Background: an optimization exercise with open tools, aiming at small area, a short achievable clock period and few clock cycles. Do not read the settings as production practice. At most, simulation tests tie the RTL to the original design; equivalence was not proved. Power is estimated from default activity; no workload was simulated.

==> inputs of 07-07 <==
// cfe_rx
module cfe_rx (
    input  wire       clk,
    input  wire       rst,
    input  wire       in_valid,
    input  wire [7:0] in_data,
    output wire       in_ready,
    output wire       out_valid,
    output wire [7:0] out_data,
    output wire       out_last,
    input  wire       clr_ovf,
    output reg        ovf,
    output wire       idle
);
==> flow/config.mk <==
export PLATFORM = sky130hd
export DESIGN_NAME = cfe_rx
export DESIGN_NICKNAME = cfe_rx
export VERILOG_FILES = /design/flow/design.v
export SDC_FILE = /design/flow/constraint.sdc
export NUM_CORES = 4
export LEC_CHECK = 0
export CAP_MARGIN = 20
export CORE_MARGIN = 2
export CORE_UTILIZATION = 40
export CTS_CLUSTER_DIAMETER = 70
export CTS_CLUSTER_SIZE = 30
export SETUP_SLACK_MARGIN = 5
export SLEW_MARGIN = 20
==> flow/constraint.sdc <==
create_clock -name core_clock -period 9.0 [get_ports {clk}]
set_input_delay 1.8000 -clock core_clock [delete_from_list [all_inputs] [get_ports {clk}]]
set_output_delay 1.8000 -clock core_clock [all_outputs]
set_load 0.01 [all_outputs]
standard.sh (not shown) runs the stock make flow with config.mk's settings and CLKGATE_MAP_FILE= SYNTH_SCRIPT=/design/flow/synth_recipe.tcl, a recipe that flattens the netlist after the stock synthesis.
==> flow/flow/run.sh <==
#!/bin/bash
# The standard layout (standard.sh), with port buffers of buf_4 cells and
# timing repair aiming for 6 ns of setup slack instead of 5. All output
# goes to standard.log here; ORFS's own per-step logs are under orfs/logs.
set -e
bash standard.sh SETUP_SLACK_MARGIN=6 \
    "BUFFER_PORTS_ARGS=-buffer_cell sky130_fd_sc_hd__buf_4" finish \
    > standard.log 2>&1
==> 12-25: changes against 07-07 <==
==> flow/design.v (replaced) <==
module cfe_rx (
    input  wire       clk,
    input  wire       rst,
    input  wire       in_valid,
    input  wire [7:0] in_data,
    output wire       in_ready,
    output wire       out_valid,
    output wire [7:0] out_data,
    output wire       out_last,
    input  wire       clr_ovf,
    output reg        ovf,
    output wire       idle
);
    localparam [7:0] START = 8'h05;
    localparam [7:0] END   = 8'h04;
    localparam [1:0] S_EMPTY = 2'd0;   
    localparam [1:0] S_OPEN  = 2'd1;   
    localparam [1:0] S_END   = 2'd2;   
    localparam [1:0] E_SCAN  = 2'd0;   
    localparam [1:0] E_BODY  = 2'd1;   
    localparam [1:0] E_BCC   = 2'd2;   
    localparam integer FD = 20;        
    reg [7:0] r [0:127];
    reg [6:0] T;                       
    reg [7:0] ib;                      
    reg       ib_proc;                 
    reg       ib_wr;                   
    reg [7:0] ib2;                     
    reg       ib2_wr;
    reg [7:0] nxt;                     
    reg [7:0] P;                       
    reg [7:0] R;                       
    reg [1:0] st;
    reg [7:0] A;                       
    reg [7:0] acc0;                    
    reg       v1, v2;                  
    reg [7:0] p1, p2;
    reg [7:0] a1, a2;
    reg       unt;                     
    reg [7:0] u;
    reg [FD-1:0] fq;                   
    reg [4:0]    fcnt;
    reg [7:0] O;                       
    reg [1:0] es;
    reg       ov, ol;
    reg       ir;                      
    reg       idl;
    assign in_ready  = ir;
    assign idle      = idl;
    assign out_valid = ov;
    assign out_last  = ol;
    assign out_data  = r[127];
    wire take = in_valid && ir;
    integer k;
    always @(posedge clk) begin
        r[0] <= ib2_wr ? ib2 : r[127];
        for (k = 1; k < 128; k = k + 1)
            r[k] <= r[k-1];
    end
    wire [7:0] x      = ib;
    wire       x_st   = x == START;
    wire       x_en   = x == END;
    wire [7:0] acc0x  = acc0 ^ x;
    wire [7:0] a1x    = a1 ^ x;
    wire [7:0] a2x    = a2 ^ x;
    reg [1:0] n_st;
    reg [7:0] n_A, n_acc0, n_p1, n_p2, n_a1, n_a2, n_u, n_P;
    reg       n_v1, n_v2, n_unt;
    reg       rep;                     
    reg [1:0] npush;                   
    reg       pwin;                    
    reg       set_ovf;
    reg       l_v1, l_v2, l_unt;
    reg [7:0] l_p1, l_p2, l_a1, l_a2, l_u;
    always @* begin
        n_st = st; n_A = A; n_acc0 = acc0;
        n_v1 = v1; n_v2 = v2; n_p1 = p1; n_p2 = p2; n_a1 = a1; n_a2 = a2;
        n_unt = unt; n_u = u;
        n_P = P;
        rep = 1'b0; npush = 2'd0; pwin = 1'b0; set_ovf = 1'b0;
        l_v1 = v1; l_v2 = v2; l_unt = unt;
        l_p1 = p1; l_p2 = p2; l_a1 = a1x; l_a2 = a2x; l_u = u;
        if (x_st) begin
            if (!v1 && !unt) begin
                l_v1 = 1'b1; l_p1 = P; l_a1 = x;
            end else if (!v2 && !unt) begin
                l_v2 = 1'b1; l_p2 = P; l_a2 = x;
            end else if (!unt) begin
                l_unt = 1'b1; l_u = P;
            end
        end
        if (ib_proc) begin
            n_P = P + 8'd1;
            case (st)
                S_EMPTY: begin
                    if (x_st) begin
                        n_st = S_OPEN; n_A = P; n_acc0 = x;
                    end
                end
                S_OPEN: begin
                    n_acc0 = acc0x;
                    n_v1 = l_v1; n_p1 = l_p1; n_a1 = l_a1;
                    n_v2 = l_v2; n_p2 = l_p2; n_a2 = l_a2;
                    n_unt = l_unt; n_u = l_u;
                    if (x_en) n_st = S_END;
                    if (P[6:0] + 7'd1 == A[6:0]) begin
                        set_ovf = 1'b1;
                        npush = 2'd1; pwin = 1'b0;
                        if (l_v1) begin
                            n_A = l_p1; n_acc0 = l_a1;
                            n_v1 = l_v2; n_p1 = l_p2; n_a1 = l_a2;
                            n_v2 = 1'b0;
                        end else if (l_unt) begin
                            rep = 1'b1;
                        end else begin
                            n_st = S_EMPTY;
                        end
                    end
                end
                default: begin  
                    n_st = S_EMPTY; n_v1 = 1'b0; n_v2 = 1'b0; n_unt = 1'b0;
                    if (x == acc0) begin
                        npush = 2'd1; pwin = 1'b1;
                    end else if (v1 && x == a1) begin
                        npush = 2'd2; pwin = 1'b1;
                    end else if (v2 && x == a2) begin
                        npush = 2'd3; pwin = 1'b1;
                    end else begin
                        npush = 2'd1 + {1'b0, v1} + {1'b0, v2};
                        pwin = 1'b0;
                        if (unt) begin
                            rep = 1'b1;
                        end else if (x_st) begin
                            n_st = S_OPEN; n_A = P; n_acc0 = x;
                        end
                    end
                end
            endcase
            if (rep) begin
                n_st = S_EMPTY; n_v1 = 1'b0; n_v2 = 1'b0; n_unt = 1'b0;
                n_P = (st == S_OPEN) ? l_u : u;
            end
        end
    end
    wire [7:0] rep_u = (st == S_OPEN) ? l_u : u;
    wire [7:0] F     = (st != S_EMPTY) ? A : P;     
    wire [7:0] y     = r[126];                        
    wire       em_go = (T + 7'd1 == O[6:0]) && (O != F);
    reg        pop;
    reg        n_ov, n_ol;
    reg [1:0]  n_es;
    always @* begin
        pop = 1'b0; n_ov = 1'b0; n_ol = 1'b0; n_es = es;
        if (em_go) begin
            case (es)
                E_SCAN: begin
                    if (y == START) begin
                        pop = 1'b1;
                        if (fq[0]) begin
                            n_ov = 1'b1; n_es = E_BODY;
                        end
                    end
                end
                E_BODY: begin
                    n_ov = 1'b1;
                    if (y == END) n_es = E_BCC;
                end
                default: begin
                    n_ov = 1'b1; n_ol = 1'b1; n_es = E_SCAN;
                end
            endcase
        end
    end
    wire [FD-1:0] fq_p  = pop ? {1'b0, fq[FD-1:1]} : fq;
    wire [4:0]    fc_p  = fcnt - {4'd0, pop};
    wire [4:0]    fc_n  = fc_p + {3'd0, npush};
    wire [4:0]    widx  = fc_n - 5'd1;
    reg  [FD-1:0] fq_n;
    integer j;
    always @* begin
        for (j = 0; j < FD; j = j + 1)
            fq_n[j] = fq_p[j] | (ib_proc && pwin && widx == j);
    end
    wire [7:0] n_nxt  = nxt + {7'd0, take};
    wire       rep_go = ib_proc && rep;
    wire [7:0] n_R0   = rep_go ? rep_u : R;
    wire       ld     = !rep_go && (R != nxt) && (T + 7'd2 == R[6:0]) &&
                        (fc_n <= FD - 3);
    wire [7:0] n_R    = take && !rep_go && R == nxt ? n_nxt :
                        ld ? R + 8'd1 : n_R0;
    wire [6:0] dlt    = nxt[6:0] - T;
    always @(posedge clk) begin
        if (rst) begin
            T <= 7'd0;
            nxt <= 8'd2; P <= 8'd2; R <= 8'd2; O <= 8'd2; A <= 8'd2;
            st <= S_EMPTY; v1 <= 1'b0; v2 <= 1'b0; unt <= 1'b0;
            fq <= {FD{1'b0}}; fcnt <= 5'd0;
            es <= E_SCAN; ov <= 1'b0; ol <= 1'b0;
            ir <= 1'b1; idl <= 1'b1;
            ib_proc <= 1'b0; ib_wr <= 1'b0; ib2_wr <= 1'b0;
            ovf <= 1'b0;
        end else begin
            T <= T + 7'd1;
            nxt <= n_nxt;
            st <= n_st; A <= n_A; acc0 <= n_acc0;
            v1 <= n_v1; v2 <= n_v2; p1 <= n_p1; p2 <= n_p2;
            a1 <= n_a1; a2 <= n_a2; unt <= n_unt; u <= n_u;
            P <= n_P;
            R <= n_R;
            fq <= fq_n; fcnt <= fc_n;
            es <= n_es; ov <= n_ov; ol <= n_ol;
            O <= em_go ? O + 8'd1 : O;
            if (clr_ovf) ovf <= 1'b0;
            if (ib_proc && set_ovf) ovf <= 1'b1;
            ib2 <= ib; ib2_wr <= ib_wr;
            if (take) begin
                ib <= in_data; ib_wr <= 1'b1;
                ib_proc <= !rep_go && (R == nxt);
            end else if (ld) begin
                ib <= r[125]; ib_wr <= 1'b0; ib_proc <= 1'b1;
            end else begin
                ib_wr <= 1'b0; ib_proc <= 1'b0;
            end
            ir <= (take ? dlt == 7'd2 : dlt == 7'd3) &&
                  (n_R == n_nxt) && (fc_n <= FD - 6);
            idl <= !take && !ld && (n_R == n_nxt) && !n_ov &&
                   ((em_go ? O + 8'd1 : O) ==
                    ((n_st != S_EMPTY) ? n_A : n_P));
        end
    end
endmodule
==> flow/run.sh (new file) <==
#!/bin/bash
# synth_recipe.tcl (not shown) runs the flow's synth.tcl, then flattens the netlist and writes it again
# the make line also repeats each setting of config.mk as NAME=value (left out here)
make -C /OpenROAD-flow-scripts/flow DESIGN_CONFIG=/design/flow/config.mk WORK_HOME=/design/flow/orfs CLKGATE_MAP_FILE= SYNTH_SCRIPT=/design/flow/synth_recipe.tcl finish
==> flow/config.mk (replaced) <==
export PLATFORM = sky130hd
export DESIGN_NAME = cfe_rx
export DESIGN_NICKNAME = cfe_rx
export VERILOG_FILES = /design/flow/design.v
export SDC_FILE = /design/flow/constraint.sdc
export NUM_CORES = 4
export LEC_CHECK = 0
export CAP_MARGIN = 20
export CORE_MARGIN = 2
export CORE_UTILIZATION = 40
export SLEW_MARGIN = 20
removed: flow/flow/run.sh
removed: flow/standard.sh
==> run summary <==
status=complete, no violations; Pwr Total=roughly 8500 uW; share of cells above drive strength 1=a little under an eighth; post-synthesis compound-gate area fraction=under 10%; clk tree area frac=about 4.7%; sequential cell count=approximately 1200; leakage power=0.0126 uW; Die Ht=~280 um; largest net degree at the start of global routing=77; Max-slew headroom=a little under 30%; die area=0.0783 sq mm; CP max stage delay=between 0.6 and 0.7 ns; RSZ-0062 raised after global routing=true; critical path's slowest cell=or4b_4; final worst slack=between 5 and 6 ns; Net Sw Frac=21.7%; syn_nets=roughly 2100; post-synthesis simple-gate area fraction=5.45%
[end of results for 07-07]
==> run summary <==
status=complete, no violations; syn_nets=2114; leakage power=between 0.01 and 0.015 uW; Die Ht=~280 um; Pwr Total=around 11000 uW; via count=14500; largest net degree at the start of global routing=84; die area=approximately 0.077 sq mm; CP max stage delay=between 0.7 and 0.8 ns; post-synthesis compound-gate area fraction=about 5.2%; critical path's slowest cell=a2111oi_4; share of cells above drive strength 1=~11%; Net Sw Frac=22.0%; sequential cell count=1175; final RePlAce weighted congestion=0.819; commonest cells after routing, fill and taps aside=dfxtp_1, nand2_1, clkbuf_16; final worst slack=2.57 ns
[end of results for 12-25]
Testbench counts of 12-25, summed over its fixed seeds: cycles 49,142.
Only the layout flow was run in 07-07; the RTL was not checked for function there.

[what the ideal ports hide]
How much do the figures lean on ideal ports? The routed layouts below were timed once more, with nothing changed but the port constraints. Step 1: set_driving_cell puts a clkbuf_16 on clk and a buf_2 on each other input, an assumption about the parent block. Step 2, shift: input delay + t, output delay - t, t = (earliest + latest rising clock arrival at the registers) / 2. This alone moves slack from input paths to output paths. a / b / c = ideal / step 1 / step 2; a / b = the first two.
| run | shift t [ns] | setup WS [ns] | worst setup path at the end | slew at the worst register clock pin (ns) |
|---|---|---|---|---|
| 07-07 | 0.692 | 5.995 / 5.992 / 5.595 | input to register | 0.11 / 0.11 |
| 12-25 | 0.706 | 2.567 / 2.567 / 2.567 | register to register | 0.07 / 0.07 |
After both steps every run listed still meets setup and hold. The setup slack of 07-07, which loses most, moves by -0.003 ns with the drivers and by -0.400 ns with both steps.
